From an optimization exercise on the open Yosys and OpenROAD flow, aimed at small area; shortcuts taken in it are not production practice.
In this exercise RTL edits were held to simulation tests only and were not proved equivalent to the original.
Power and IR drop assume default switching activity.

==> design.v <==
module tfac_alu (
    input  wire [1:0] op,     
    input  wire [1:0] a,
    input  wire [1:0] b,
    input  wire       cin,
    output reg  [1:0] res,
    output wire       cout
);
    wire [1:0] bx = b ^ {2{op == 2'd1}};
    wire [2:0] s  = {1'b0, a} + {1'b0, bx} + {2'b00, cin};
    always @* begin
        case (op)
            2'd0, 2'd1: res = s[1:0];
            2'd2:       res = a & b;
            default:    res = a | b;
        endcase
    end
    assign cout = s[2];
endmodule
module tfac_core (
    input  wire        clk,
    input  wire        rst,               
    input  wire        cfg_decode_halt,   
    input  wire        cfg_mem_halt,      
    input  wire [3:0]  bp_en,
    input  wire [63:0] bp_addr,           
    input  wire        resume,            
    output wire        paused,
    output wire        halted,
    output reg         ram_req,
    output reg         ram_we,
    output reg  [12:0] ram_addr,
    output reg  [15:0] ram_wdata,
    input  wire        ram_gnt,
    input  wire [15:0] ram_rdata,         
    output reg         cin_req,
    output reg         cin_int,           
    input  wire        cin_valid,
    input  wire        cin_eof,
    input  wire [15:0] cin_data,
    output reg         cout_valid,
    output reg         cout_int,          
    output reg  [15:0] cout_data,
    input  wire        cout_ready,
    output reg         diag_valid,
    output reg  [2:0]  diag_code,
    output reg  [15:0] diag_addr,
    output reg  [15:0] diag_data,
    input  wire [3:0]  dbg_sel,
    output wire [15:0] dbg_data,
    output wire        flag_z,
    output wire        flag_c,
    output wire [15:0] ir
);
    localparam S_CLR    = 4'd0;    
    localparam S_FETCH  = 4'd1;    
    localparam S_EX     = 4'd2;    
    localparam S_SH     = 4'd3;    
    localparam S_WB     = 4'd4;    
    localparam S_ACCF   = 4'd5;    
    localparam S_RDF    = 4'd6;    
    localparam S_DEC    = 4'd7;    
    localparam S_LD     = 4'd8;    
    localparam S_END    = 4'd9;    
    localparam S_ACCD   = 4'd10;   
    localparam S_RDD    = 4'd11;   
    localparam S_PAUSED = 4'd12;
    localparam S_HALTED = 4'd13;
    localparam A_ADD = 2'd0, A_SUB = 2'd1, A_AND = 2'd2, A_OR = 2'd3;
    localparam B_DATA = 3'd0, B_I6 = 3'd1, B_I8 = 3'd2, B_ZERO = 3'd3, B_ONE = 3'd4;
    reg [15:0] ring [0:15];
    reg        z_q, c_q;
    reg [15:0] ir_q;
    reg [15:0] t_q;
    reg [5:0]  sh_q;       
    reg        sh_hi;      
    reg [3:0]  state;
    reg [2:0]  ph;
    reg        run;
    reg        cy;
    reg        bp_hit;
    reg        mem_diag;
    wire stopped = (state == S_PAUSED) || (state == S_HALTED);
    assign paused = (state == S_PAUSED);
    assign halted = (state == S_HALTED);
    assign flag_z = z_q;
    assign flag_c = c_q;
    assign ir     = ir_q;
    wire in_pass = (state <= S_WB);
    wire active  = in_pass && (run || ph == 3'd0);
    wire last    = (ph == 3'd7);
    wire [3:0]  op    = ir_q[3:0];
    wire [3:0]  f74   = ir_q[7:4];
    wire [3:0]  f118  = ir_q[11:8];
    wire [3:0]  f1512 = ir_q[15:12];
    wire [3:0]  rd3   = {1'b0, ir_q[6:4]};
    wire [3:0]  rn3   = {1'b0, ir_q[9:7]};
    wire is_sys   = (op == 4'h0);
    wire is_halt  = is_sys && (f74 == 4'h0);
    wire is_cmpr  = is_sys && (f74 == 4'h1);
    wire is_push  = is_sys && (f74 == 4'h2);
    wire is_pop   = is_sys && (f74 == 4'h3);
    wire is_jump  = (op == 4'h1);
    wire is_mov   = (op == 4'h2);
    wire is_ldr   = (op == 4'h3);
    wire is_str   = (op == 4'h4);
    wire is_alu4  = (op >= 4'h5) && (op <= 4'h8);
    wire is_shift = (op == 4'h9) || (op == 4'hA);
    wire is_aluI  = (op == 4'hB) || (op == 4'hC);
    wire is_cmpi  = (op == 4'hD);
    wire illegal  = (is_sys && (f74 > 4'h3)) || (is_jump && (f74 > 4'h4)) ||
                    (op == 4'hE) || (op == 4'hF);
    reg jump_taken;
    always @* begin
        case (f74[2:0])
            3'd0:    jump_taken = 1'b1;
            3'd1:    jump_taken = z_q;
            3'd2:    jump_taken = !z_q;
            3'd3:    jump_taken = c_q;
            default: jump_taken = !c_q;
        endcase
    end
    wire [15:0] imm6 = {{10{ir_q[15]}}, ir_q[15:10]};
    wire [15:0] imm8 = {{8{ir_q[15]}}, ir_q[15:8]};
    wire [1:0]  imm6_b = imm6[{ph, 1'b0} +: 2];
    wire [1:0]  imm8_b = imm8[{ph, 1'b0} +: 2];
    wire acc_we   = (state == S_ACCD) && (is_str || is_push);
    wire in_acc   = (state == S_ACCF) || (state == S_ACCD);
    wire acc_ram  = (t_q[15:13] == 3'b000);
    wire io_page  = (t_q[15:2] == 14'h3C00);
    wire acc_cin  = io_page && !acc_we && !t_q[0];
    wire acc_cout = io_page &&  acc_we &&  t_q[0];
    wire acc_bad  = !acc_ram && !acc_cin && !acc_cout;
    wire        rd_ram   = (state == S_RDF) || (state == S_RDD);
    wire        m_cin    = in_acc && acc_cin && cin_valid && !cin_eof;
    wire [15:0] memval   = ({16{rd_ram}} & ram_rdata) |
                           ({{8{m_cin && t_q[1]}}, {8{m_cin}}} & cin_data);
    wire        acc_done_rd = in_acc && !acc_we && ((acc_cin && cin_valid) || acc_bad);
    reg  [3:0]  isel, wsel;
    reg         a_zero;
    reg  [2:0]  b_src;
    reg  [1:0]  aop;
    reg         cin0;
    reg         r_we;
    reg         addr_ld, addr_res;
    reg         data_reg, data_mem;
    reg         z_acc, c_upd;
    reg  [3:0]  nstate;
    always @* begin
        isel     = 4'd15;
        wsel     = f74;
        a_zero   = 1'b0;
        b_src    = B_ZERO;
        aop      = A_ADD;
        cin0     = 1'b0;
        r_we     = 1'b0;
        addr_ld  = 1'b0;
        addr_res = 1'b0;
        data_reg = 1'b0;
        data_mem = 1'b0;
        z_acc    = 1'b0;
        c_upd    = 1'b0;
        nstate   = state;
        case (state)
            S_CLR: begin
                if (last) nstate = S_FETCH;
            end
            S_FETCH: begin
                b_src   = B_ONE;
                r_we    = 1'b1;
                wsel    = 4'd15;
                addr_ld = 1'b1;
                if (last) nstate = S_ACCF;
            end
            S_ACCF: begin
                if (acc_ram) begin
                    if (ram_gnt) nstate = S_RDF;
                end else if (acc_done_rd)
                    nstate = S_DEC;
            end
            S_RDF: nstate = S_DEC;
            S_DEC: begin
                nstate   = S_LD;
                if (illegal)
                    nstate = cfg_decode_halt ? S_HALTED : S_END;
                else if (is_halt)
                    nstate = S_HALTED;
            end
            S_EX: begin
                if (last) nstate = S_END;
                if (is_alu4 || is_cmpr) begin
                    isel   = f118;
                    b_src  = B_DATA;
                    aop    = is_cmpr ? A_SUB : (op - 4'h5);
                    cin0   = is_cmpr || (op == 4'h6);
                    r_we   = !is_cmpr;
                    z_acc  = 1'b1;
                    c_upd  = 1'b1;
                end else if (is_shift) begin
                    isel    = f1512;           
                    if (last) nstate = S_SH;
                end else if (is_aluI) begin
                    isel   = rn3;
                    b_src  = B_I6;
                    aop    = op[0] ? A_ADD : A_SUB;
                    cin0   = !op[0];
                    r_we   = 1'b1;
                    wsel   = rd3;
                    z_acc  = 1'b1;
                    c_upd  = 1'b1;
                end else if (is_cmpi) begin
                    isel   = f74;
                    b_src  = B_I8;
                    aop    = A_SUB;
                    cin0   = 1'b1;
                    z_acc  = 1'b1;
                    c_upd  = 1'b1;
                end else if (is_mov) begin
                    a_zero = 1'b1;
                    b_src  = B_I8;
                    r_we   = 1'b1;
                end else if (is_jump) begin
                    b_src  = B_I8;
                    r_we   = jump_taken;
                    wsel   = 4'd15;
                end else if (is_ldr || is_str) begin
                    isel     = rn3;
                    b_src    = B_I6;
                    addr_ld  = 1'b1;
                    addr_res = 1'b1;
                    if (last) nstate = S_ACCD;
                end else if (is_push) begin
                    isel     = 4'd14;
                    b_src    = B_ONE;
                    aop      = A_SUB;
                    cin0     = 1'b1;
                    r_we     = 1'b1;
                    wsel     = 4'd14;
                    addr_ld  = 1'b1;
                    addr_res = 1'b1;
                    if (last) nstate = S_ACCD;
                end else begin  
                    isel     = 4'd14;
                    b_src    = B_ONE;
                    r_we     = 1'b1;
                    wsel     = 4'd14;
                    addr_ld  = 1'b1;
                    if (last) nstate = S_ACCD;
                end
            end
            S_SH: begin
                a_zero = 1'b1;
                b_src  = B_DATA;
                r_we   = 1'b1;
                z_acc  = 1'b1;
                if (last) nstate = S_END;
            end
            S_LD: begin
                isel     = is_shift ? f118 : f1512;
                data_reg = last;
                if (last) nstate = S_EX;
            end
            S_ACCD: begin
                isel = is_str ? rd3 : f118;    
                if (acc_ram) begin
                    if (ram_gnt) nstate = acc_we ? S_END : S_RDD;
                end else if (acc_cout) begin
                    if (cout_ready) nstate = S_END;
                end else if (acc_we) begin
                    nstate = S_END;         
                end else if (acc_done_rd) begin
                    data_mem = 1'b1;
                    nstate   = S_WB;
                end
            end
            S_RDD: begin
                data_mem = 1'b1;
                nstate   = S_WB;
            end
            S_WB: begin
                a_zero = 1'b1;
                b_src  = B_DATA;
                cin0   = is_pop && (f118 == 4'd14);
                r_we   = 1'b1;
                wsel   = is_ldr ? rd3 : f118;
                if (last) nstate = S_END;
            end
            S_END: begin
                if (cfg_mem_halt && mem_diag) nstate = S_HALTED;
                else if (bp_hit)              nstate = S_PAUSED;
                else                          nstate = S_FETCH;
            end
            S_PAUSED: begin
                if (resume) nstate = S_FETCH;
            end
            S_HALTED: ;
            default:  nstate = S_HALTED;
        endcase
        if (in_pass && !active)
            nstate = state;
    end
    wire [3:0] rsel = stopped ? dbg_sel : isel;
    reg  [15:0] qs;
    integer q;
    always @* begin
        qs = 16'h0000;
        for (q = 0; q < 16; q = q + 1)
            qs = qs | (ring[q] & {16{rsel == q}});
    end
    wire [31:0] qq = {qs, qs} << {ph, 1'b0};
    wire [15:0] xv = qq[31:16];         
    assign dbg_data = xv;
    wire [4:0] sh_n    = sh_q[4:0];
    wire       sh_kill = sh_q[5] || sh_hi || (sh_n > 5'd16);
    wire       shl     = op[0];
    wire       in_sh   = (state == S_SH);
    wire [5:0] i0      = {2'b00, ph, 1'b0};
    wire [5:0] pos0    = !in_sh ? i0 : shl ? i0 - {1'b0, sh_n} : i0 + {1'b0, sh_n};
    wire [5:0] pos1    = !in_sh ? i0 + 6'd1 : shl ? i0 + 6'd1 - {1'b0, sh_n} : i0 + 6'd1 + {1'b0, sh_n};
    wire [1:0] data_b  = {t_q[pos1[3:0]] && (pos1[5:4] == 2'b00),
                          t_q[pos0[3:0]] && (pos0[5:4] == 2'b00)};
    wire       sh_c    = (sh_n != 5'd0) && !sh_kill &&
                         (shl ? t_q[pos0[3:0]] : t_q[pos1[3:0]]);
    reg [1:0] a_b, b_b;
    always @* begin
        a_b = a_zero ? 2'b00 : qs[1:0];
        case (b_src)
            B_DATA:  b_b = (in_sh && sh_kill) ? 2'b00 : data_b;
            B_I6:    b_b = imm6_b;
            B_I8:    b_b = imm8_b;
            B_ONE:   b_b = {1'b0, ph == 3'd0};
            default: b_b = 2'b00;
        endcase
    end
    wire       cin = (ph == 3'd0) ? cin0 : cy;
    wire [1:0] res;
    wire       cout;
    tfac_alu u_alu (.op(aop), .a(a_b), .b(b_b), .cin(cin), .res(res), .cout(cout));
    wire       clr   = (state == S_CLR);
    wire [1:0] ins   = res & {2{!clr}};
    wire       ins14 = clr ? (ph == 3'd6) : res[1];    
    integer r;
    always @(posedge clk) begin
        for (r = 0; r < 16; r = r + 1) begin
            if (active && (clr || (r_we && wsel == r)))
                ring[r] <= {(r == 14) ? ins14 : ins[1], ins[0], ring[r][15:2]};
            else
                ring[r] <= {ring[r][1:0], ring[r][15:2]};
        end
    end
    wire [1:0]  addr_in = addr_res ? res : qs[1:0];
    wire [15:0] t_par   = data_mem ? memval : {qs[1:0], qs[15:2]};
    integer j;
    always @(posedge clk) begin
        for (j = 0; j < 16; j = j + 1)
            if (data_reg || data_mem)
                t_q[j] <= t_par[j];
            else if (active && addr_ld && (ph == (j >> 1)))
                t_q[j] <= addr_in[j & 1];
    end
    wire ex_sh = active && (state == S_EX) && is_shift;
    always @(posedge clk) begin
        if (ex_sh && ph == 3'd0) sh_q[1:0] <= qs[1:0];
        if (ex_sh && ph == 3'd1) sh_q[3:2] <= qs[1:0];
        if (ex_sh && ph == 3'd2) sh_q[5:4] <= qs[1:0];
        if (ex_sh)
            sh_hi <= (ph == 3'd3) ? (qs[1:0] != 2'b00) : (sh_hi || (qs[1:0] != 2'b00));
    end
    always @* begin
        ram_req    = in_acc && acc_ram;
        ram_we     = acc_we;
        ram_addr   = t_q[12:0];
        ram_wdata  = xv;
        cin_req    = in_acc && acc_cin;
        cin_int    = t_q[1];
        cout_valid = in_acc && acc_cout;
        cout_int   = t_q[1];
        cout_data  = t_q[1] ? xv : {8'h00, xv[7:0]};
        diag_addr  = t_q;
        diag_valid = 1'b0;
        diag_code  = 3'd2;
        diag_data  = 16'h0000;
        if (state == S_DEC) begin
            diag_valid = illegal;
            diag_code  = 3'd1;
            diag_data  = ir_q;
        end else if (in_acc) begin
            if (acc_bad) begin
                diag_valid = 1'b1;
                diag_code  = acc_we ? 3'd3 : 3'd2;
                diag_data  = acc_we ? xv : 16'h0000;
            end else if (acc_cin && cin_valid && cin_eof) begin
                diag_valid = 1'b1;
                diag_code  = 3'd4;
            end
        end
    end
    reg bp_m;
    integer k;
    always @* begin
        bp_m = 1'b0;
        for (k = 0; k < 4; k = k + 1)
            if (bp_en[k] && (bp_addr[16*k +: 16] == t_q))
                bp_m = 1'b1;
    end
    always @(posedge clk) begin
        if ((state == S_RDF) || ((state == S_ACCF) && acc_done_rd))
            ir_q <= memval;
        if (state == S_ACCF)
            bp_hit <= bp_m;
        if (active)
            cy <= cout;
    end
    always @(posedge clk) begin
        if (rst) begin
            state    <= S_CLR;
            ph       <= 3'd0;
            run      <= 1'b0;
            z_q      <= 1'b0;
            c_q      <= 1'b0;
            mem_diag <= 1'b0;
        end else begin
            state <= nstate;
            ph    <= ph + 3'd1;
            run   <= active && !last;
            if (active && z_acc)
                z_q <= ((ph == 3'd0) || z_q) && (res == 2'b00);
            if (active && c_upd)
                c_q <= (aop == A_ADD) ? cout : (aop == A_SUB) ? !cout : 1'b0;
            else if (active && in_sh && (shl ? (ph == 3'd0) : last))
                c_q <= sh_c;
            if (state == S_FETCH)
                mem_diag <= 1'b0;
            else if (diag_valid && in_acc)
                mem_diag <= 1'b1;
        end
    end
endmodule
==> flow/run.sh <==
#!/bin/bash
# The standard layout (standard.sh) with two changes:
#  - ABC maps the logic with flow/area.abc (the &nf mapper with area
#    recovery) instead of ORFS's abc_area.script; the synthesis script is
#    otherwise synth_recipe.tcl unchanged, so the registers are the same;
#  - the buffer that ORFS puts on every input and output port is buf_1.
# Each tool's full output is in standard.log and in orfs/logs/.
set -euo pipefail
W=$PWD
{
  printf 'proc abc {args} { set i [lsearch $args -script]; if {$i >= 0} { lset args [expr {$i + 1}] %s }; yosys abc {*}$args }\n' "$W/flow/area.abc"
  cat "$W/synth_recipe.tcl"
} > "$W/area_synth.tcl"
sed "s#SYNTH_SCRIPT=[^ ]*synth_recipe\.tcl#SYNTH_SCRIPT=$W/area_synth.tcl#" "$W/standard.sh" > "$W/area_standard.sh"
grep -q "SYNTH_SCRIPT=$W/area_synth.tcl" "$W/area_standard.sh"
export BUFFER_PORTS_ARGS="-buffer_cell sky130_fd_sc_hd__buf_1"
bash "$W/area_standard.sh" > "$W/standard.log" 2>&1
==> flow/area.abc <==
strash
dc2
dc2
&get -n
&dch -f
&nf -R 1000 -p
&put
&get -n
&dch -f
&nf -R 1000 -p
&put
topo
dnsize -c
==> standard.sh <==
#!/bin/bash
# synth_recipe.tcl (not shown) runs the flow's synth.tcl, then flattens the netlist and writes it again
# the make line also repeats each setting of config.mk as NAME=value (left out here)
make -C /OpenROAD-flow-scripts/flow DESIGN_CONFIG=/design/flow/config.mk WORK_HOME=/design/flow/orfs CLKGATE_MAP_FILE= SYNTH_SCRIPT=/design/flow/synth_recipe.tcl "${@:-finish}"
==> config.mk <==
export PLATFORM = sky130hd
export DESIGN_NAME = tfac_core
export DESIGN_NICKNAME = tfac_core
export VERILOG_FILES = /design/flow/design.v
export SDC_FILE = /design/flow/constraint.sdc
export NUM_CORES = 4
export LEC_CHECK = 0
export ABC_AREA = 1
export CAP_MARGIN = 5
export CORE_MARGIN = 2
export CORE_UTILIZATION = 60
export CTS_BUF_LIST = sky130_fd_sc_hd__clkbuf_8
export CTS_CLUSTER_DIAMETER = 60
export CTS_CLUSTER_SIZE = 16
export PLACE_DENSITY = 0.75
export SLEW_MARGIN = 5
==> constraint.sdc <==
create_clock -name core_clock -period 10.0 [get_ports {clk}]
set_input_delay 2.0000 -clock core_clock [delete_from_list [all_inputs] [get_ports {clk}]]
set_output_delay 2.0000 -clock core_clock [all_outputs]
set_load 0.01 [all_outputs]
==> flow_summary.json, run 1 <==
{
  "maxCapViolCount": 0,
  "die_area_um2": 23200,
  "multiInputGateArea_um2": 6140,
  "cp_max_fo": 22,
  "pre_cts_slack_ns": 1.55,
  "cts_tree": "done",
  "outcome": "no timing/DRC/antenna violations",
  "htree_levels": 1,
  "antenna_found_initial": 1,
  "p_switching_mw": 0.507,
  "clk_latency_ns": 0.58,
  "dp_cells": 1856,
  "path_clk_slew_ns": 0.10,
  "syn_inst": 1355,
  "ios": 236,
  "fin_crit_ns": 9.31,
  "grt_pass1_vias": 12500,
  "r2r-start": "ir_q[0]$_DFFE_PP_",
  "hold_violations": 0,
  "cts_inserted_buffers": 25,
  "critPathKind": "register to output pin",
  "grt_max_degree": 42,
  "drtIter0Drc": 1829,
  "num_vias": 12900,
  "io_buffers": 235,
  "clk_path_buf_depth": 3,
  "setup_slack_ns": 0.692,
  "final_layout_size_suffix_gt1_frac": 0.0416,
  "fp.coreArea_um2": 21700,
  "finalCritPeriodShare": 0.931,
  "intPower_mw": 1.56,
  "hold_slack_ns": 0.341,
  "p_leak_nw": 5.33,
  "die_h_um": 152,
  "cts.sinks": 308,
  "drc": 0,
  "p_comb_frac": 0.075,
  "worst_clock_skew_ns": 0.0355,
  "drv_slew": 0,
  "tns_ns": 0,
  "synthesis.area_um2": 13200,
  "die_w_um": 152,
  "area_growth_pct": 12.0,
  "synth-seq-area-share": 0.498,
  "cts_setup_buffers": 0,
  "final_util": 0.682,
  "synth_top_area_share": 0.405,
  "crit_path_end_kind": "output pin",
  "finalPower_mw": 2.07,
  "final_cells": 1890,
  "hp-start": "ring[7][2]$_DFF_P_",
  "fillers": 1771,
  "worst_slew_pin_slew_ns": 1.24,
  "vdd_ir_drop_max_v": 0.000207,
  "synthTopCellsByCount": "dfxtp_1 (267), nand2_1 (140), nor2_1 (127), o21ai_0 (87), a21oi_1 (78)",
  "ff_latch_area_um2": 6580,
  "cts_hold_buffers": 0,
  "fin_nets": 1739,
  "avgSynthCellArea_um2": 9.75,
  "ys_top_cells_by_area": "dfxtp_1 (40%), edfxtp_1 (9.3%), a222oi_1 (4.0%), nand2_1 (4.0%), nor2_1 (3.6%)",
  "synth.most_common_cell": "dfxtp_1",
  "first_pass_iters": 7,
  "max_freq_mhz": 107,
  "setup_viol_count_final": 0,
  "overflow": 0,
  "grt_pass1_wl_mm": 74.5,
  "async_reset_ff_frac": 0,
  "synth_cell_types": 60,
  "cp-start-kind": "register",
  "grt.total_usage": 0.414,
  "cp.required_ns": 8.00,
  "initial_core_util": 0.609,
  "hold_class": "register to register",
  "post-synth-top-area-cell": "dfxtp_1",
  "critPathArrivalTime_ns": 7.31,
  "totalWireLength_mm": 50.1,
  "pwr-share-seq": 0.613,
  "num_rows": 54,
  "startpoint": "ir_q[0]$_DFFE_PP_",
  "wire_per_inst_um": 26.5,
  "vias_per_cell": 6.82,
  "power.density_nw_per_um2": 140,
  "synth_edf_count": 41,
  "n_antenna_cell": 0,
  "syn_nets": 1491,
  "synthFlopType": "dfxtp_1",
  "swShare": 0.246,
  "detail-route-antenna-nets": 0,
  "cts_resized": 0,
  "final_cell_area_um2": 14800,
  "placed_area_um2": 14400,
  "yosysWarnings": 3,
  "clockPowerShare": 0.312,
  "slew_headroom": 0.166,
  "root_buffer": "clkbuf_8",
  "ys_ff_latch": 308,
  "place_hpwl_mm": 37.3,
  "finalWeightedCongestion": 0.993,
  "grt_setup_unrepaired": "no"
}
final timing paths:
| check | cells after the start | endpoint | slack [ns] |
|---|---|---|---|
| min | 0 | ring[7][0]$_DFF_P_ | 0.34 |
| max reg2reg | 21 | t_q[3]$_DFFE_PP_ | 2.13 |
| min reg2reg | 0 | ring[7][0]$_DFF_P_ | 0.34 |
| max | 21 | diag_data[5] | 0.69 |
area by class of cell:
class | instances | share of cell area
flip-flops and latches | 308 | 0.445
repair buffers | 261 | 0.0728
inverters | 57 | 0.0145
multi-input cells | 950 | 0.415
clock buffers | 26 | 0.0242
clock inverters | 8 | 0.00516
well taps | 280 | 0.0237
registers in the layout, summed over array words and instances (netlist names):
name	cells
sh_hi	1
t_q	16
cy	1
ring	256
state	4
sh_q	6
bp_hit	1
run	1
mem_diag	1
z_q	1
c_q	1
ir_q	16
ph	3
worst max-delay path: stages, from the launching register on:
cell,delay (ns)
edfxtp_1,0.85
clkinv_1,0.41
ha_1,0.36
and2_0,0.24
nand4b_1,0.20
and2_0,0.55
nand2_1,0.26
o221ai_1,0.23
a31oi_1,0.07
o22a_1,0.25
or2_0,0.28
nor2_1,0.80
buf_4,0.34
a22oi_1,0.11
nand4_1,0.12
or2_0,0.48
nor2_1,0.08
a21oi_1,0.21
a21oi_1,0.13
o21ai_0,0.41
a32o_1,0.23
buf_1,0.16
per-layer routing:
| metal | part of all wire | global-route usage | wire length (um) | up-vias |
|---|---|---|---|---|
| met3 | 0.11 | 0.106 | 5590 | 238 |
| li1 | - | - | - | 5629 |
| met5 | 0 | 0 | 0 | - |
| met2 | 0.47 | 0.679 | 23400 | 971 |
| met1 | 0.35 | 0.482 | 17300 | 6046 |
| met4 | 0.075 | 0.274 | 3740 | 0 |
cells by family (layout without fill, tap and decap cells):
family	count (synthesis)	in the layout	share of synthesized area
AOI/OAI and AO/OA	432	432	0.230
muxes	54	54	0.0474
xor gates and xnor gates	21	21	0.0139
buffers and inverters	97	352	0.0389
adders and majority gates	24	24	0.0259
DFF	308	308	0.498
and+or+nand+nor	419	419	0.146
layout by cell type (no fill, tap or decap), drive strengths merged, types with 5 or more instances in the layout:
cell and instances:
nand3 26, dfxtp 267, o31ai 10, fa 6, a31oi 5, mux2i 22, a211oi 12, xor2 15
buf 261, nor3 19, nand2b 12, or2 13, o22ai 25, mux2 28, nand2 140, nor2b 16
a222oi 53, a22o 22, a21oi 78, o2bb2ai 6, nor2 127, nor4 11, ha 17, a221oi 15
edfxtp 41, a32o 8, o221ai 6, clkinv 60, xnor2 6, clkbuf 26, a22oi 54, o211ai 17
nand4 29, and2 6, o21ai 87
power groups by stage:
stage	combinational, mW	sequential (mW)	clock (mW)
after floorplan	0.0935	1.30	0
after global placement	0.149	1.30	0
after detailed placement	0.150	1.30	0
after CTS	0.150	1.27	0.642
after global routing	0.166	1.27	0.689
final	0.155	1.27	0.644
==> run 2: changes to the inputs <==
--- a/config.mk
+++ b/config.mk
@@ -11,6 +11,6 @@
 export CORE_UTILIZATION = 60
 export CTS_BUF_LIST = sky130_fd_sc_hd__clkbuf_8
 export CTS_CLUSTER_DIAMETER = 60
-export CTS_CLUSTER_SIZE = 16
+export CTS_CLUSTER_SIZE = 20
 export PLACE_DENSITY = 0.75
 export SLEW_MARGIN = 5
==> run 2 against run 1 <==
Net effect:
- largest power group unchanged
- clock-buffer cell count down 2
- sequential cell count stayed put
- still clean
- synthesized cell count unchanged
- total power increased by 0.50%
- critical path depth is the same
==> flow_summary.json, run 2 <==
{
  "outcome": "no timing/DRC/antenna violations",
  "cts_hold_buffers": 0,
  "min_to": "ring[8][3]$_DFF_P_",
  "ios": 236,
  "slowest_delay_ns": 0.86,
  "ys_ff_latch": 308,
  "cts_setup_buffers": 0,
  "clk_path_buf_depth": 3,
  "grt_pass1_wl_mm": 74.2,
  "path_cells": "clkinv_1 -> ha_1 -> and2_0 -> nand4b_1 -> and2_0 -> nand2_1 -> o221ai_1 -> a31oi_1 -> o22a_1 -> or2_0 -> nor2_1 -> buf_4 -> a22oi_1 -> nand4_1 -> or2_0 -> nor2_1 -> a21oi_1 -> a21oi_1 -> o21ai_0 -> a32o_1 -> buf_1",
  "post-synth-top-area-cell": "dfxtp_1",
  "critPathKind": "register to output pin",
  "drtIter0Drc": 1910,
  "cts_inserted_buffers": 22,
  "largest_registers": "ring x256, ir_q x16, t_q x16",
  "final_layout_size_suffix_gt1_frac": 0.0423,
  "synth_cell_types": 60,
  "final_cells": 1889,
  "yosysWarnings": 3,
  "r2r-start": "ir_q[0]$_DFFE_PP_",
  "wl_met3_mm": 5.51,
  "wire_per_inst_um": 26.5,
  "fin_nets": 1736,
  "wl_met1_mm": 17.4,
  "grt_max_degree": 42,
  "die_h_um": 152,
  "ys_top_cells_by_area": "dfxtp_1 (40%), edfxtp_1 (9.3%), a222oi_1 (4.0%), nand2_1 (4.0%), nor2_1 (3.6%)",
  "critPathSlowestCell": "edfxtp_1",
  "die_w_um": 152,
  "htree_levels": 1,
  "holdPathStages": 0,
  "cts.sinks": 308,
  "maxCapViolCount": 0,
  "final_cell_area_um2": 14800,
  "n_antenna_cell": 0,
  "die_area_um2": 23200,
  "crit_buf_inv": 3,
  "reg2reg_depth": 21,
  "tns_ns": 0,
  "final_common_cell": "dfxtp_1",
  "top_layer": "met4",
  "grt.total_usage": 0.412,
  "cp_max_fo": 22,
  "first_pass_iters": 8,
  "cts_tree": "done",
  "grt_pass1_vias": 12400,
  "area_growth_pct": 12.0,
  "detail-route-antenna-nets": 0,
  "vias_per_cell": 6.85,
  "syn_nets": 1491,
  "clk_latency_ns": 0.57,
  "cp-start-kind": "register",
  "overflow": 0,
  "num_rows": 54,
  "antenna_found_initial": 1,
  "synth.most_common_cell": "dfxtp_1",
  "setup_viol_count_final": 0,
  "vdd_ir_drop_max_v": 0.000159,
  "initial_core_util": 0.609,
  "synth_top_area_share": 0.405,
  "num_vias": 12900,
  "synthTopCellsByCount": "dfxtp_1 (267), nand2_1 (140), nor2_1 (127), o21ai_0 (87), a21oi_1 (78)",
  "place_hpwl_mm": 37.3,
  "worst_clock_skew_ns": 0.0315,
  "placed_area_um2": 14400,
  "wl_met2_mm": 23.4,
  "largest_reg_flops": 256,
  "async_reset_ff_frac": 0,
  "setup_slack_ns": 0.792,
  "dp_cells": 1856,
  "power.density_nw_per_um2": 140,
  "critPathArrivalTime_ns": 7.21,
  "drc": 0,
  "synth-seq-area-share": 0.498,
  "p_leak_nw": 5.33,
  "critPathTopFamily": "simple AND/OR/NAND/NOR gates",
  "fin_crit_ns": 9.21,
  "synthesis.area_um2": 13200,
  "mostFrequentLayoutCells": "dfxtp_1 (267), buf_1 (235), nand2_1 (140)",
  "syn_inst": 1355,
  "drv_slew": 0,
  "r2r-end": "t_q[3]$_DFFE_PP_",
  "synth_edf_count": 41,
  "hold_violations": 0,
  "grt_setup_unrepaired": "no",
  "synthFlopType": "dfxtp_1",
  "finalWeightedCongestion": 0.993,
  "finalCritPeriodShare": 0.921,
  "worst_slew_pin_slew_ns": 1.27,
  "crit_path_end_kind": "output pin",
  "avgSynthCellArea_um2": 9.75,
  "hold_class": "register to register",
  "hp-start": "ring[8][5]$_DFF_P_",
  "io_buffers": 235,
  "cp.required_ns": 8.00,
  "path_clk_slew_ns": 0.12,
  "pre_cts_slack_ns": 1.55,
  "top_register": "ring",
  "r2r_slack_ns": 2.17,
  "max_freq_mhz": 109,
  "slew_headroom": 0.144,
  "totalWireLength_mm": 50.0,
  "cts_resized": 0,
  "root_buffer": "clkbuf_8",
  "fp.coreArea_um2": 21700
}
## run 2: cell counts after synthesis
No cell type changed its count.
## run 2: layout make-up
| cell class | instances | area, um2 |
|---|---|---|
| fill | 1764 | 6900 |
| sequential | 308 | 6580 |
| multi-input combinational | 950 | 6140 |
| timing repair buffer | 261 | 1080 |
| inverter | 57 | 214 |
| clock buffer | 24 | 330 |
| tap | 280 | 350 |
| clock inverter | 9 | 101 |
## run 2: per-layer routing
layer | vias up | track usage
li1 | 5633 | -
met1 | 6041 | 0.487
met2 | 1028 | 0.680
met3 | 231 | 0.0902
met4 | 0 | 0.270
met5 | - | 0
## run 2: cells by family after synthesis
logic type	Yosys count	share of synthesized area
xor+xnor	21	0.0139
fa+ha+maj	24	0.0259
flops	308	0.498
simple gates	419	0.146
compound gates	432	0.230
buf+inv	97	0.0389
mux	54	0.0474
## run 2: how the worst max path moves through the flow
| stage | startpoint | end | slack, ns | cells past startpoint |
|---|---|---|---|---|
| final | ir_q[0]$_DFFE_PP_ | diag_data[5] | 0.79 | 21 |
| after floorplan | ir_q[0]$_DFFE_PP_ | diag_data[5] | 2.88 | 19 |
| after global routing | ir_q[0]$_DFFE_PP_ | diag_data[5] | 0.43 | 23 |
| after global placement | ir_q[0]$_DFFE_PP_ | diag_data[5] | 1.90 | 23 |
| after CTS | ir_q[0]$_DFFE_PP_ | diag_data[5] | 0.96 | 21 |
| after detailed placement | ir_q[0]$_DFFE_PP_ | diag_data[5] | 1.55 | 21 |
## run 2: worst register-to-register path: stages (launching register included)
cell      delay, ns
edfxtp_1       0.86
clkinv_1       0.41
ha_1           0.36
and2_0         0.25
nand4b_1       0.20
and2_0         0.54
nand2_1        0.26
o221ai_1       0.23
a31oi_1        0.07
o22a_1         0.25
or2_0          0.28
nor2_1         0.78
buf_4          0.34
a22oi_1        0.11
nand4_1        0.11
or2_0          0.47
nor2b_1        0.39
fa_1           0.47
mux2i_1        0.56
nand2_1        0.12
o211ai_1       0.36
o211ai_1       0.18
## run 2: where the power goes
group	internal, mW	switching, mW
sequential	1.26	0.00907
clock	0.249	0.404
combinational	0.0536	0.101
## run 2: through the flow
stage	power, mW	hold slack (ns)	utilization
final	2.08	0.348	0.682
after global routing	2.13	0.353	0.682
after CTS	2.07	0.350	0.682
after global placement	1.44	0.334	0.662
after floorplan	1.39	0.326	-
after detailed placement	1.45	0.337	0.662
==> run 3: changes to the inputs <==
--- a/design.v
+++ b/design.v
@@ -57,10 +57,10 @@
     localparam S_EX     = 4'd2;    
     localparam S_SH     = 4'd3;    
     localparam S_WB     = 4'd4;    
-    localparam S_ACCF   = 4'd5;    
-    localparam S_RDF    = 4'd6;    
-    localparam S_DEC    = 4'd7;    
-    localparam S_LD     = 4'd8;    
+    localparam S_LD     = 4'd5;    
+    localparam S_ACCF   = 4'd6;    
+    localparam S_RDF    = 4'd7;    
+    localparam S_DEC    = 4'd8;    
     localparam S_END    = 4'd9;    
     localparam S_ACCD   = 4'd10;   
     localparam S_RDD    = 4'd11;   
@@ -86,7 +86,7 @@
     assign flag_z = z_q;
     assign flag_c = c_q;
     assign ir     = ir_q;
-    wire in_pass = (state <= S_WB);
+    wire in_pass = (state <= S_LD);
     wire active  = in_pass && (run || ph == 3'd0);
     wire last    = (ph == 3'd7);
     wire [3:0]  op    = ir_q[3:0];
@@ -143,7 +143,7 @@
     reg         cin0;
     reg         r_we;
     reg         addr_ld, addr_res;
-    reg         data_reg, data_mem;
+    reg         data_mem;
     reg         z_acc, c_upd;
     reg  [3:0]  nstate;
     always @* begin
@@ -156,7 +156,6 @@
         r_we     = 1'b0;
         addr_ld  = 1'b0;
         addr_res = 1'b0;
-        data_reg = 1'b0;
         data_mem = 1'b0;
         z_acc    = 1'b0;
         c_upd    = 1'b0;
@@ -180,7 +179,7 @@
             end
             S_RDF: nstate = S_DEC;
             S_DEC: begin
-                nstate   = S_LD;
+                nstate   = (is_alu4 || is_cmpr || is_shift) ? S_LD : S_EX;
                 if (illegal)
                     nstate = cfg_decode_halt ? S_HALTED : S_END;
                 else if (is_halt)
@@ -256,8 +255,8 @@
                 if (last) nstate = S_END;
             end
             S_LD: begin
-                isel     = is_shift ? f118 : f1512;
-                data_reg = last;
+                isel    = is_shift ? f118 : f1512;
+                addr_ld = 1'b1;
                 if (last) nstate = S_EX;
             end
             S_ACCD: begin
@@ -349,12 +348,11 @@
         end
     end
     wire [1:0]  addr_in = addr_res ? res : qs[1:0];
-    wire [15:0] t_par   = data_mem ? memval : {qs[1:0], qs[15:2]};
     integer j;
     always @(posedge clk) begin
         for (j = 0; j < 16; j = j + 1)
-            if (data_reg || data_mem)
-                t_q[j] <= t_par[j];
+            if (data_mem)
+                t_q[j] <= memval[j];
             else if (active && addr_ld && (ph == (j >> 1)))
                 t_q[j] <= addr_in[j & 1];
     end
--- a/config.mk
+++ b/config.mk
@@ -11,6 +11,6 @@
 export CORE_UTILIZATION = 60
 export CTS_BUF_LIST = sky130_fd_sc_hd__clkbuf_8
 export CTS_CLUSTER_DIAMETER = 60
-export CTS_CLUSTER_SIZE = 20
+export CTS_CLUSTER_SIZE = 16
 export PLACE_DENSITY = 0.75
 export SLEW_MARGIN = 5
==> run 3 against run 2 <==
Net effect:
- largest cell class unchanged
- critical endpoint is now diag_data[1]
- still clean
- setup slack got worse by 0.086 ns
- maximum frequency fell by 0.93%
- first-iteration DRC count rose by 2.4%
==> flow_summary.json, run 3 <==
{
  "htree_levels": 1,
  "cp-start-kind": "register",
  "synth.most_common_cell": "dfxtp_1",
  "synthTopCellsByCount": "dfxtp_1 (267), nand2_1 (137), nor2_1 (132), o21ai_0 (87), a21oi_1 (85)",
  "vdd_ir_drop_max_v": 0.000245,
  "holdPathStages": 0,
  "detail-route-antenna-nets": 0,
  "final_common_cell": "dfxtp_1",
  "clockPowerShare": 0.191,
  "vias_per_cell": 6.73,
  "cts_setup_buffers": 0,
  "synth_top_area_share": 0.407,
  "final_layout_size_suffix_gt1_frac": 0.0484,
  "cts.sinks": 308,
  "initial_core_util": 0.607,
  "p_comb_frac": 0.314,
  "crit_path_end_kind": "output pin",
  "intPower_mw": 2.23,
  "critPathKind": "register to output pin",
  "swShare": 0.393,
  "power.density_nw_per_um2": 248,
  "tns_ns": 0,
  "drtIter0Drc": 1955,
  "largest_reg_flops": 256,
  "grt_setup_unrepaired": "no",
  "async_reset_ff_frac": 0,
  "synth_simple_gate_area_share": 0.138,
  "io_buffers": 235,
  "die_w_um": 152,
  "p_leak_nw": 5.54,
  "synth_cell_types": 58,
  "first_pass_iters": 11,
  "ys_top_cells_by_area": "dfxtp_1 (41%), edfxtp_1 (9.4%), a222oi_1 (4.8%), nand2_1 (3.9%), nor2_1 (3.8%)",
  "synth_mux_area_frac": 0.0551,
  "critPathArrivalTime_ns": 7.29,
  "post-synth-top-area-cell": "dfxtp_1",
  "die_h_um": 152,
  "cts_tree": "done",
  "fp.coreArea_um2": 21600,
  "place_hpwl_mm": 35.0,
  "die_area_um2": 23100,
  "fin_nets": 1738,
  "synth-seq-area-share": 0.501,
  "n_antenna_cell": 0,
  "largest_registers": "ring x256, ir_q x16, t_q x16",
  "syn_nets": 1480,
  "finalCritPeriodShare": 0.929,
  "cts_resized": 0,
  "pwr-share-seq": 0.495,
  "antenna_found_initial": 0,
  "num_vias": 12700,
  "top_register": "ring",
  "setup_slack_ns": 0.705,
  "grt_pass1_vias": 12000,
  "totalWireLength_mm": 47.5,
  "cts_hold_buffers": 0,
  "hold_violations": 0,
  "pre_cts_slack_ns": 1.59,
  "worst_clock_skew_ns": 0.0279,
  "outcome": "no timing/DRC/antenna violations",
  "clk_path_buf_depth": 3,
  "cp.required_ns": 8.00,
  "finalWeightedCongestion": 1.02,
  "max_freq_mhz": 108,
  "synth_edf_count": 41,
  "synthesis.area_um2": 13100,
  "grt_pass1_wl_mm": 71.0,
  "fin_crit_ns": 9.29,
  "reg2reg_depth": 24,
  "wire_per_inst_um": 25.1,
  "ios": 236,
  "finalPower_mw": 3.68,
  "overflow": 0,
  "synthFlopType": "dfxtp_1",
  "hold_class": "register to register",
  "worst_slew_pin_slew_ns": 1.11,
  "yosys.area_share.adder": 0.0254,
  "p_switching_mw": 1.45,
  "synth_top_family_by_area": "compound AO/OA/AOI/OAI gates",
  "cts_inserted_buffers": 27,
  "path_clk_slew_ns": 0.11,
  "num_rows": 54,
  "mostFrequentLayoutCells": "dfxtp_1 (267), buf_1 (235), nand2_1 (137)",
  "clk_latency_ns": 0.60,
  "grt.total_usage": 0.393,
  "maxCapViolCount": 0,
  "synth_compound_gate_area_share": 0.227,
  "syn_inst": 1344,
  "drc": 0,
  "yosysWarnings": 3,
  "area_growth_pct": 12.9,
  "synth-xor-area-share": 0.0120,
  "slew_headroom": 0.258,
  "grt_max_degree": 42,
  "ys_ff_latch": 308,
  "setup_viol_count_final": 0,
  "drv_slew": 0,
  "avgSynthCellArea_um2": 9.76,
  "cp_max_fo": 20,
  "root_buffer": "clkbuf_8"
}
run 3: metrics by stage:
step	hold slack, ns	utilization	area (um2)	instances
detailed placement	0.335	0.662	14300	1853
finish	0.344	0.685	14800	1892
floorplan	0.330	-	13100	1344
global placement	0.332	0.662	14300	1853
global route	0.342	0.685	14800	1892
CTS	0.345	0.685	14800	1892
run 3: metal layers:
metal | vias up | track usage | wire (um)
met4 | 0 | 0.227 | 3080
met5 | - | 0 | 0
met2 | 923 | 0.639 | 22200
met1 | 5977 | 0.494 | 17700
met3 | 214 | 0.0713 | 4570
li1 | 5625 | - | -
run 3: worst paths after layout:
check	to	slack, ns	startpoint
worst max-delay path	diag_data[1]	0.71	ir_q[0]$_DFFE_PP_
worst min-delay path	ring[4][0]$_DFF_P_	0.34	ring[4][2]$_DFF_P_
worst max register to register	t_q[15]$_DFFE_PP_	2.36	ir_q[0]$_DFFE_PP_
worst min register to register	ring[4][0]$_DFF_P_	0.34	ring[4][2]$_DFF_P_
run 3: logic make-up after synthesis:
family	Yosys count
AND/OR/NAND/NOR	404
XOR/XNOR	18
adder cells (fa/ha/maj)	23
AO/OA/AOI/OAI	426
multiplexers	62
flip-flops	308
buffers and inverters	103
run 3: worst max-delay path: stages (launching register included):
cell and delay, ns:
edfxtp_1 0.83, clkinv_1 0.48, ha_1 0.40, a22o_1 0.31, a21oi_1 0.51, nand2_1 0.36, or3_1 0.45, a31oi_1 0.22
o32a_1 0.22, nand2_1 0.12, nor2_1 0.80, a222oi_1 0.29, nand4_1 0.14, or2_0 0.45, nor2_1 0.08, a21oi_1 0.19
mux2i_1 0.12, o21ai_0 0.40, nand2_1 0.09, o21ai_0 0.08, buf_1 0.17
run 3: power by group through the flow:
stage | combinational (mW) | sequential [mW] | clock, mW
floorplan | 0.789 | 1.73 | 0
global placement | 1.10 | 1.82 | 0
detailed placement | 1.11 | 1.83 | 0
CTS | 1.12 | 1.81 | 0.707
global route | 1.24 | 1.84 | 0.750
finish | 1.15 | 1.82 | 0.704
run 3: final cells by class:
cell class	instances	area [um2]
fill	1740	6810
sequential	308	6580
multi-input combinational	933	6020
timing repair buffer	269	1140
clock buffer	28	385
tap	280	350
inverter	63	236
clock inverter	11	109

==> port drivers added, routing unchanged <==
No port has a modelled driver above. Below, the same layouts with a new extraction and two added sets of constraints. Step 1 sets driving cells, clkbuf_16 on the clock port and buf_2 on the other inputs (assumed; they add their load-dependent delay and slew). Step 2 adds t to the input delays and takes it off the output delays; t is the mean of the earliest and latest rising clock arrival at the registers after step 1. Input paths then give back, and output paths get back, about the clock's delay inside the block. Slacks: ideal ports / drivers / drivers and shift; pairs: ideal ports / drivers.
run	t (ns)	setup WS [ns]	worst hold slack (ns)	worst setup path at the end	latest minus earliest clock arrival (ns)
run 1	0.605	0.692 / 0.648 / 1.253	0.341 / 0.341 / 0.341	register to output	0.036 / 0.035
run 2	0.595	0.792 / 0.746 / 1.341	0.348 / 0.348 / 0.348	register to output	0.032 / 0.032
run 3	0.628	0.705 / 0.661 / 1.289	0.344 / 0.344 / 0.344	register to output	0.028 / 0.028
After both steps setup and hold are still met in every run listed.
